Context: an optimization exercise on an open-source flow, tuned for small area, a short achievable clock period and few clock cycles. The choices shown serve that exercise and are no tape-out recipe.
The RTL was checked by simulation tests, not by an equivalence proof against the original design.

==> inputs of 08-02 <==
// sfsr
module sfsr (
    input  wire        clk,
    input  wire        rst,           
    input  wire        bus_valid,
    input  wire        bus_write,
    input  wire [1:0]  bus_size,      
    input  wire [14:0] bus_addr,
    input  wire [31:0] bus_wdata,
    output wire        bus_ready,
    output wire        bus_err,
    output wire [31:0] bus_rdata
);
export LEC_CHECK = 0
export CAP_MARGIN = 20
export CELL_PAD_IN_SITES_DETAIL_PLACEMENT = 1
export CELL_PAD_IN_SITES_GLOBAL_PLACEMENT = 2
export CORE_MARGIN = 2
export CORE_UTILIZATION = 45
export GPL_ROUTABILITY_DRIVEN = 1
export SETUP_SLACK_MARGIN = 3.0
export SLEW_MARGIN = 20
create_clock -name core_clock -period 8.0 [get_ports {clk}]
run.sh (not shown) runs the stock make flow with config.mk's settings and CLKGATE_MAP_FILE= SYNTH_SCRIPT=/design/flow/synth_recipe.tcl, a recipe that flattens the netlist after the stock synthesis.
==> inputs of 03-28, as changes to 08-02 <==
--- a/flow/design.v
+++ b/flow/design.v
@@ -61,11 +61,10 @@
     reg        busy;                            
     reg        done_q;                          
     reg [4:0]  cpos_q;
     reg [3:0]  clen_q;
     reg [4:0]  rem;
-    reg [4:0]  room;                            
     function [7:0] byte16(input [127:0] buf16, input [3:0] i);
         byte16 = buf16[i*8 +: 8];
     endfunction
     function legal_op(input [7:0] op);
         case (op)
@@ -165,11 +164,11 @@
     wire        op_put   = (w_op == OP_PUT16) || (w_op == OP_PUT32);
     wire        op_w32   = w_op[0];            
     wire        n_hi0    = (w_n[15:5] == 11'd0);
     wire [5:0]  n_lo     = {1'b0, w_n[4:0]};
     wire [5:0]  feed_sum = {1'b0, rx_off} + n_lo;
-    wire        feed_fit = n_hi0 && (w_n[4:0] <= room);
+    wire        feed_fit = n_hi0 && (feed_sum <= 6'd16);
     wire        loop_go  = busy || (go && cmd && ex && ((op_feed && feed_fit) || op_ack));
     wire        from_pos = busy || phase;
     wire [4:0]  c_pos    = cpos_q;
     wire [4:0]  c_len0   = {1'b0, clen_q};
     wire [4:0]  c_rem    = from_pos ? rem : w_n[4:0];    
@@ -177,53 +176,55 @@
         routable = (t[7:4] == 4'd0) && (t[3:0] != 4'd0) && hen[t[3:0]];
     endfunction
     wire [3:0]  c_pos1  = c_pos[3:0] + 4'd1;
     wire [7:0]  rx_odd  = byte16(rxbuf, {c_pos[3:1], 1'b1});
     wire [7:0]  rx_even = byte16(rxbuf, {c_pos1[3:1], 1'b0});
+    reg [FK:0]  c_v;                  
+    reg [7:0]   c_b   [0:FK-1];
+    reg [4:0]   c_lenj[0:FK];         
+    reg [FK:0]  c_stop;               
+    reg         c_r1;
+    reg [127:0] acc_nx;
+    reg [4:0]   c_cnt;                
+    reg [4:0]   c_lenf;               
     integer j, k;
-    wire [7:0]  c_b0 = c_pos[0] ? rx_odd : rx_even;
-    wire [7:0]  c_b1 = c_pos[0] ? rx_even : rx_odd;
-    wire        c_v0 = from_pos ? (rem != 5'd0) : !(n_hi0 && n_lo == 6'd0);
-    wire        c_v1 = from_pos ? (rem > 5'd1)  : !(n_hi0 && n_lo <= 6'd1);
-    wire        c_all = from_pos ? (rem <= 5'd2) : (n_hi0 && n_lo <= 6'd2);
-    wire        c_r1 = routable(acc[15:8]);
-    wire [3:0]  L0   = clen_q;
-    wire [4:0]  L0p1 = {1'b0, L0} + 5'd1;
-    wire [4:0]  L0p2 = {1'b0, L0} + 5'd2;
-    wire        a0 = (c_b0 == REQ_HDR), t0 = (c_b0 == REQ_TAIL);
-    wire        a1 = (c_b1 == REQ_HDR), t1 = (c_b1 == REQ_TAIL);
-    wire        z0    = (L0 == 4'd0);
-    wire        ge3_0 = (L0 >= 4'd3);
-    wire        tail0 = ge3_0 && t0;
-    wire        disp0 = c_v0 && tail0 && c_r1;
-    wire        one1  = z0 && a0;                                    
-    wire        inc1  = !z0 && !(tail0 && !c_r1) && (tail0 || L0 != 4'd15);   
-    wire        run1  = c_v1 && !disp0;
-    wire        ge3_1 = (L0 >= 4'd2);
-    wire        tail1 = inc1 && ge3_1 && t1;
-    wire        disp1 = run1 && tail1 && c_r1;
-    reg  [4:0]  len2;
     always @(*) begin
-        if (one1)                     len2 = 5'd2;
-        else if (!inc1)               len2 = a1 ? 5'd1 : 5'd0;
-        else if (tail1)               len2 = c_r1 ? L0p2 : 5'd0;
-        else if (L0 == 4'd14)         len2 = 5'd0;
-        else                          len2 = L0p2;
-    end
-    wire [4:0]  len1  = one1 ? 5'd1 : inc1 ? L0p1 : 5'd0;
-    wire        c_disp = disp0 || disp1;
-    wire [1:0]  c_cnt  = !c_v0 ? 2'd0 : run1 ? 2'd2 : 2'd1;
-    wire [4:0]  c_lenf = !c_v0 ? {1'b0, L0} : run1 ? len2 : len1;
-    wire [4:0]  c_dlen = disp0 ? L0p1 : L0p2;                        
-    reg  [15:0] acc_w0, acc_w1;
-    always @(*)
-        for (j = 0; j < 16; j = j + 1) begin
-            acc_w0[j] = c_v0 && (L0 == j);
-            acc_w1[j] = run1 && (one1 ? (j == 1) : inc1 ? (j != 0 && L0 == j - 1) : (j == 0));
+        for (j = 0; j <= FK; j = j + 1)
+            c_v[j] = from_pos ? (rem > j) : (!n_hi0 || (n_lo > j));
+        c_r1      = routable(byte16(acc, 4'd1));
+        c_lenj[0] = c_len0;
+        c_stop[0] = 1'b0;
+        acc_nx    = acc;
+        c_cnt     = 5'd0;
+        for (j = 0; j < FK; j = j + 1) begin
+            c_b[j]      = (c_pos[0] ^ j[0]) ? rx_odd : rx_even;
+            c_lenj[j+1] = c_lenj[j];
+            c_stop[j+1] = c_stop[j];
+            if (c_v[j] && !c_stop[j]) begin
+                c_cnt = j + 1;
+                for (k = 0; k < 16; k = k + 1)
+                    if (c_lenj[j][3:0] == k) acc_nx[k*8 +: 8] = c_b[j];
+                if (c_lenj[j] == 5'd1) c_r1 = routable(c_b[j]);
+                if (c_lenj[j] == 5'd0)
+                    c_lenj[j+1] = (c_b[j] == REQ_HDR) ? 5'd1 : 5'd0;
+                else if (c_lenj[j] >= 5'd3 && c_b[j] == REQ_TAIL) begin
+                    if (c_r1) begin
+                        c_stop[j+1] = 1'b1;
+                        c_lenj[j+1] = c_lenj[j] + 5'd1;
+                    end else
+                        c_lenj[j+1] = 5'd0;
+                end else if (c_lenj[j] == 5'd15)
+                    c_lenj[j+1] = 5'd0;
+                else
+                    c_lenj[j+1] = c_lenj[j] + 5'd1;
+            end
         end
-    wire [4:0]  pos_next = (c_cnt == 2'd2) ? c_pos + 5'd2 : (c_cnt == 2'd1) ? c_pos + 5'd1 : c_pos;
-    wire [4:0]  rem_next = c_rem - {3'd0, c_cnt};
+        c_lenf = c_lenj[FK];
+    end
+    wire c_disp = c_stop[FK];
+    wire c_all  = !c_v[FK];           
+    wire c_done = c_disp || c_all;
     wire   ack_all   = (rem <= FK);
     wire   cmd_addr  = bus_write && (bus_addr == 15'd0) && (bus_size == 2'd2);
     wire   feed_wait = (w_op == OP_FEED) && !phase && !(n_hi0 && (n_lo <= FK));
     wire   ack_wait  = (w_op == OP_ACK) && phase && !ack_all;
     assign bus_ready = busy ? (done_q || c_all) : !(cmd_addr && (feed_wait || ack_wait));
@@ -282,12 +283,11 @@
     wire        par_bad  = (par_act == 2'd1) &&
                            ((par_kind == 2'd0) ? (pb_n != par_x) : (pb_n[0] != par_p));
     wire [7:0]  par_val  = (par_kind == 2'd0) ? par_x : {7'd0, par_p};
     wire        gp_arg = !n_hi0 || (n_lo + (op_w32 ? 6'd4 : 6'd2) > {1'b0, pbuf_len});
     wire [31:0] get_v  = op_w32 ? {pb_n, pb_n1, pb_n2, pb_n3} : {16'd0, pb_n, pb_n1};
-    wire [1:0]  put_base = {n4[1] ^ !op_w32, n4[0]};
-    wire [15:0] n_oh     = 16'd1 << n4;
+    wire [3:0]  put_base = op_w32 ? n4 : (n4 - 4'd2);
     wire wr_pb = win_wr && (region == 3'd1);
     wire wr_rb = win_wr && (region == 3'd2);
     wire wr_rx = win_wr && (region == 3'd4);
     wire ex_put  = ex && op_put && !gp_arg;
     wire ex_pset = ex && op_par && par_ok && (par_act == 2'd2) && (par_kind != 2'd2);
@@ -297,11 +297,11 @@
     reg  [7:0]  pb_lane [0:3];
     reg  [1:0]  dl;
     wire [7:0]  pset_v = (par_kind == 2'd0) ? par_x : {pb_n[7:1], par_p};
     always @(*)
         for (j = 0; j < 4; j = j + 1) begin
-            dl = j[1:0] - put_base;
+            dl = j[1:0] - put_base[1:0];
             pb_lane[j] = wr_pb  ? bus_wdata[7:0] :
                          ex_put ? data_reg[(3 - dl)*8 +: 8] : pset_v;
         end
     reg [127:0] pbuf_nx, rbuf_nx, txbuf_nx, rxbuf_nx;
     reg [3:0]   d;
@@ -309,15 +309,13 @@
         pbuf_nx  = pbuf;
         rbuf_nx  = rbuf;
         txbuf_nx = txbuf;
         rxbuf_nx = rxbuf;
         for (j = 0; j < 16; j = j + 1) begin
-            if ((wr_pb && wi == j) ||
-                (ex_put && (n_oh[j] || (j >= 1 && n_oh[(j + 15) % 16]) ||
-                            (op_w32 && ((j >= 2 && n_oh[(j + 14) % 16]) ||
-                                        (j >= 3 && n_oh[(j + 13) % 16]))))) ||
-                (ex_pset && n_oh[j]))
+            d = j[3:0] - put_base;
+            if ((wr_pb && wi == j) || (ex_put && (d[3:2] == 2'b00) && (op_w32 || d[1])) ||
+                (ex_pset && n4 == j))
                 pbuf_nx[j*8 +: 8] = pb_lane[j % 4];
             if (wr_rb && wi == j)
                 rbuf_nx[j*8 +: 8] = bus_wdata[7:0];
             else if (j < 12 && ex_pop && j < head_len)
                 rbuf_nx[j*8 +: 8] = head_data[(j % 12)*8 +: 8];
@@ -357,11 +355,10 @@
             busy      <= 0;
             done_q    <= 0;
             cpos_q    <= 0;
             clen_q    <= 0;
             rem       <= 0;
-            room      <= 5'd16;
         end else begin
             pbuf  <= pbuf_nx;
             rbuf  <= rbuf_nx;
             txbuf <= txbuf_nx;
             rxbuf <= rxbuf_nx;
@@ -375,26 +372,24 @@
             end else if (ex && op_feed && !feed_fit && !(n_hi0 && (n_lo <= FK))) begin
                 busy     <= 1'b1;
                 done_q   <= 1'b1;
             end else if (loop_go) begin
                 done_q   <= c_disp && !c_all;
-                rem      <= rem_next;
-                cpos_q   <= (c_disp || !c_all) ? pos_next : rx_off;
+                rem      <= c_rem - c_cnt;
+                cpos_q   <= (c_disp || !c_all) ? (c_pos + c_cnt) : rx_off;
                 clen_q   <= c_disp ? 4'd0 : c_lenf[3:0];
-                feed_pos <= pos_next;
-                for (j = 0; j < 16; j = j + 1)
-                    if (acc_w0[j] || acc_w1[j])
-                        acc[j*8 +: 8] <= acc_w1[j] ? c_b1 : c_b0;
+                acc      <= acc_nx;
+                feed_pos <= c_pos + c_cnt;
                 if (!from_pos) feed_end <= feed_sum[4:0];
                 acc_len  <= c_lenf;
                 phase    <= c_disp;
                 busy     <= !c_all;
                 rc       <= RC_OK;
                 result   <= {31'd0, c_disp};
                 if (c_disp) begin
-                    dsp_type <= acc[11:8];
-                    dsp_len  <= c_dlen;
+                    dsp_type <= acc_nx[11:8];
+                    dsp_len  <= c_lenf;
                 end
             end
             if (csr_wr) begin
                 case (csr_i)
                     5'd2: begin
@@ -404,11 +399,10 @@
                     5'd5:  pbuf_len <= clamp16(bus_wdata[15:0]);
                     5'd6:  rsp_len  <= clamp16(bus_wdata[15:0]);
                     5'd8:  data_reg <= bus_wdata;
                     5'd9: begin
                         rx_off <= clamp16(bus_wdata[15:0]);
-                        room   <= 5'd16 - clamp16(bus_wdata[15:0]);
                         if (!phase) cpos_q <= clamp16(bus_wdata[15:0]);
                     end
                     5'd16: hen      <= bus_wdata[15:1];
                     5'd0: begin
                         if (!legal)
==> inputs of 11-19, as changes to 08-02 <==
CAP_MARGIN = 30   (was 20)
SLEW_MARGIN = 30   (was 20)
==> notes <==
Against 08-02, the sequential share of layout area of 11-19 is lower by 0.10 points.
Critical path depth: 11-19 < 03-28 < 08-02.
03-28 completed and failed the layout checks on max-capacitance violations, max-slew violations. 08-02 went through all stages and came out clean. 11-19 finished clean.
Global-route usage is about the same in 11-19 and 08-02.
Via count, lowest first: 11-19, 08-02, 03-28.
Testbench counts of 08-02, summed over its fixed seeds: cycles 20,713.
Testbench counts of 03-28, summed over its fixed seeds: cycles 20,713.
Testbench counts of 11-19, summed over its fixed seeds: cycles 20,713.

[afterwards: timing with drivers on the ports]
The results above use ideal ports. As a check the final layouts listed here were re-extracted and re-timed, cells and wires unchanged. Step 1 sets driving cells, clkbuf_16 on the clock port and buf_2 on the other inputs (assumed; they add their load-dependent delay and slew). Step 2 moves the port delays by t, midway between the first and last clock arrival at a register: inputs arrive t later, outputs are due t later. That takes back most of the time a late clock gives input paths. a / b / c = ideal / step 1 / step 2; a / b = the first two.
run	shift t [ns]	setup slack, ns	worst hold slack (ns)	worst setup path at the end
08-02	0.877	2.350 / 2.282 / 2.093	0.456 / 0.456 / 0.456	input to register
03-28	0.908	2.152 / 2.107 / 1.754	0.452 / 0.452 / 0.452	input to register
11-19	0.879	2.424 / 2.169 / 2.079	0.458 / 0.458 / 0.458	input to register
For 03-28, which loses most, drivers alone change the setup slack by -0.045 ns; drivers and shift together by -0.398 ns.
